From an optimization exercise on the open Yosys and OpenROAD flow, aimed at small area, a short achievable clock period and few clock cycles per item; shortcuts taken in it are not production practice.
Function was checked by simulation only, so behaviour that the tests miss may differ from the original.
Power figures rest on the tool's default switching activity, not on a simulated workload.

main:
Design md5_core, start of the top module:
module md5_core (
    input  wire         clk,
    input  wire         rst,       
    input  wire         init,
    input  wire         start,
    input  wire [511:0] block,
    output wire         ready,
    output reg          done,
    output wire [127:0] digest
);
Size in the first run: about 5500 cells after synthesis, ~650 I/O pins, ~47000 sq um of cells after synthesis.
==> flow/config.mk <==
export PLATFORM = sky130hd
export DESIGN_NAME = md5_core
export DESIGN_NICKNAME = md5_core
export VERILOG_FILES = /design/flow/design.v
export SDC_FILE = /design/flow/constraint.sdc
export NUM_CORES = 4
export LEC_CHECK = 0
export ABC_AREA = 1
export CAP_MARGIN = 20
export CORE_MARGIN = 2
export CORE_UTILIZATION = 40
export CTS_BUF_LIST = sky130_fd_sc_hd__clkbuf_8
export SLEW_MARGIN = 20
==> flow/constraint.sdc <==
create_clock -name core_clock -period 12.0 [get_ports {clk}]
set_input_delay 2.4000 -clock core_clock [delete_from_list [all_inputs] [get_ports {clk}]]
set_output_delay 2.4000 -clock core_clock [all_outputs]
set_load 0.01 [all_outputs]
standard.sh (not shown) runs the stock make flow with config.mk's settings and CLKGATE_MAP_FILE= SYNTH_SCRIPT=/design/flow/synth_recipe.tcl, a recipe that flattens the netlist after the stock synthesis.
==> flow/flow/run.sh <==
#!/bin/bash
set -euo pipefail
bash standard.sh "BUFFER_PORTS_ARGS=-buffer_cell sky130_fd_sc_hd__buf_1" \
    SETUP_SLACK_MARGIN=7 finish > standard_flow.log 2>&1
Testbench counts of main, summed over its fixed seeds: cycles 66,648, items 1,024.
Input-level comparison between the feature branch and main:
--- a/flow/design.v
+++ b/flow/design.v
@@ -7,25 +7,24 @@
     output wire         ready,
     output reg          done,
     output wire [127:0] digest
 );
     localparam [31:0] IV_A = 32'h67452301,
                       IV_B = 32'hefcdab89,
                       IV_C = 32'h98badcfe,
                       IV_D = 32'h10325476;
     reg          rdy;       
     reg          busy;      
     reg          setup;     
     reg          fin;       
-    reg          dcy;       
     reg          pend;      
     reg  [5:0]   t;         
     reg  [511:0] m;
     reg  [31:0]  b, c, d;
     reg  [31:0]  u, v;
     reg  [31:0]  pre;
     reg  [31:0]  h0, h1, h2, h3;
     reg  [1:0]   rsel;      
     reg  [1:0]   isel;      
     reg          s61, s62;  
     reg          last;      
     assign ready = rdy;
@@ -118,25 +117,25 @@
                            : (isel[0] ? {sum[19:0], sum[31:20]} : {sum[24:0], sum[31:25]});
     wire [31:0] rq1 = isel[1] ? (isel[0] ? {sum[11:0], sum[31:12]} : {sum[17:0], sum[31:18]})
                            : (isel[0] ? {sum[22:0], sum[31:23]} : {sum[26:0], sum[31:27]});
     wire [31:0] rq2 = isel[1] ? (isel[0] ? {sum[8:0], sum[31:9]} : {sum[15:0], sum[31:16]})
                            : (isel[0] ? {sum[20:0], sum[31:21]} : {sum[27:0], sum[31:28]});
     wire [31:0] rq3 = isel[1] ? (isel[0] ? {sum[10:0], sum[31:11]} : {sum[16:0], sum[31:17]})
                            : (isel[0] ? {sum[21:0], sum[31:22]} : {sum[25:0], sum[31:26]});
     wire [31:0] rot   = (rsel[1] ? (rsel[0] ? rq3 : rq2) : (rsel[0] ? rq1 : rq0))
                       | ({32{fin}} & b);
     wire [31:0] hsel  = s61 ? h0 : s62 ? h3 : h2;
     wire [31:0] hsum  = hsel + b;
     wire [31:0] a0 = pend ? IV_A : h0;
-    wire [31:0] b0 = pend ? IV_B : dcy ? b : h1;
+    wire [31:0] b0 = pend ? IV_B : h1;
     wire [31:0] c0 = pend ? IV_C : h2;
     wire [31:0] d0 = pend ? IV_D : h3;
     wire [31:0] b_new = (fin ? h1 : setup ? b0 : b) + rot;
     wire [31:0] cn = setup ? c0 : b;
     wire [31:0] dn = setup ? d0 : c;
     reg  [31:0] u_next, v_next;
     always @(*) begin
         case (t[5:4])
             2'd0:    begin u_next = cn;         v_next = dn;         end
             2'd1:    begin u_next = cn | dn;    v_next = cn & ~dn;   end
             2'd2:    begin u_next = ~(cn ^ dn); v_next = cn ^ dn;    end
             default: begin u_next = ~cn;        v_next = ~(cn ^ dn); end
@@ -165,61 +164,59 @@
             d <= d0;
         end else begin
             c <= b;
             d <= c;
         end
     end
     always @(posedge clk) begin
         if (rst) begin
             rdy   <= 1'b1;
             busy  <= 1'b0;
             setup <= 1'b0;
             fin   <= 1'b0;
-            dcy   <= 1'b0;
             pend  <= 1'b0;
             done  <= 1'b0;
             t     <= 6'd0;
             rsel  <= 2'd0;
             isel  <= 2'd0;
             s61   <= 1'b0;
             s62   <= 1'b0;
             last  <= 1'b0;
             h0    <= IV_A;
             h1    <= IV_B;
             h2    <= IV_C;
             h3    <= IV_D;
         end else begin
             fin  <= last;
-            dcy  <= fin;
-            done <= dcy;
+            done <= fin;
             t    <= t_nx;
             rsel <= t[5:4];
             isel <= t[1:0];
             s61  <= busy && (t == 6'd61);
             s62  <= s61;
             last <= s62;
             if (take_start) begin
                 rdy   <= 1'b0;
                 busy  <= 1'b1;
                 setup <= 1'b1;
             end else begin
                 rdy   <= !busy || last || s62;
                 setup <= 1'b0;
                 if (last)
                     busy <= 1'b0;
             end
             if (s61)  h0 <= hsum;
             if (s62)  h3 <= hsum;
             if (last) h2 <= hsum;
-            if (dcy)  h1 <= b;
+            if (fin)  h1 <= b_new;
             if (take_init)
                 pend <= 1'b1;
-            if (pend && !fin && !dcy) begin
+            if (pend && !fin) begin
                 pend <= 1'b0;
                 h0   <= IV_A;
                 h1   <= IV_B;
                 h2   <= IV_C;
                 h3   <= IV_D;
             end
         end
     end
 endmodule
==> comparison <==
- Chip height: the feature branch < main
- The simple-gate portion of the synthesized area in the feature branch was lower than what main gave.
- The lower number of nets at the end of the flow came out of the feature branch.
- The feature branch ended up with a higher proportion of final cell area spent on non-clock buffers than main did.
- | worst hold-check slack | the feature branch vs main | worse |
- Compare the feature branch and main | post-layout total power lower: main
- Against main, initial DRC count in the feature branch fell by a few percent.
- Re post-route minimum period: the feature branch and main aren't equal, and the lower value belongs to the feature branch.
- Looking at critical path depth, the feature branch sits 7 lower than main does.
Testbench counts of the feature branch, summed over its fixed seeds: cycles 66,640, items 1,024.

==> static timing again, ports no longer ideal <==
No port has a modelled driver above. Below, the same layouts with a new extraction and two added sets of constraints.
Step 1 (the two cells are an assumption about what drives the block):
set clk [get_ports {clk}]
set_driving_cell -lib_cell sky130_fd_sc_hd__clkbuf_16 $clk
set_driving_cell -lib_cell sky130_fd_sc_hd__buf_2 [delete_from_list [all_inputs] $clk]
Step 2 moves the port delays by t, midway between the first and last clock arrival at a register: inputs arrive t later, outputs are due t later. That takes back most of the time a late clock gives input paths.
a / b / c = no drivers / after step 1 / after step 2; a / b = the first two.
run	shift t [ns]	setup WS [ns]	hold slack, ns	clock arrival spread, ns	worst register clock-pin slew, ns
main	0.949	7.114 / 7.114 / 6.608	0.510 / 0.510 / 0.510	0.089 / 0.089	0.07 / 0.07
the feature branch	0.943	7.131 / 7.131 / 7.131	0.504 / 0.504 / 0.504	0.107 / 0.106	0.07 / 0.07
After both steps setup and hold are still met in every run listed. The setup slack of main, which loses most, moves by 0.000 ns with the drivers and by -0.506 ns with both steps.
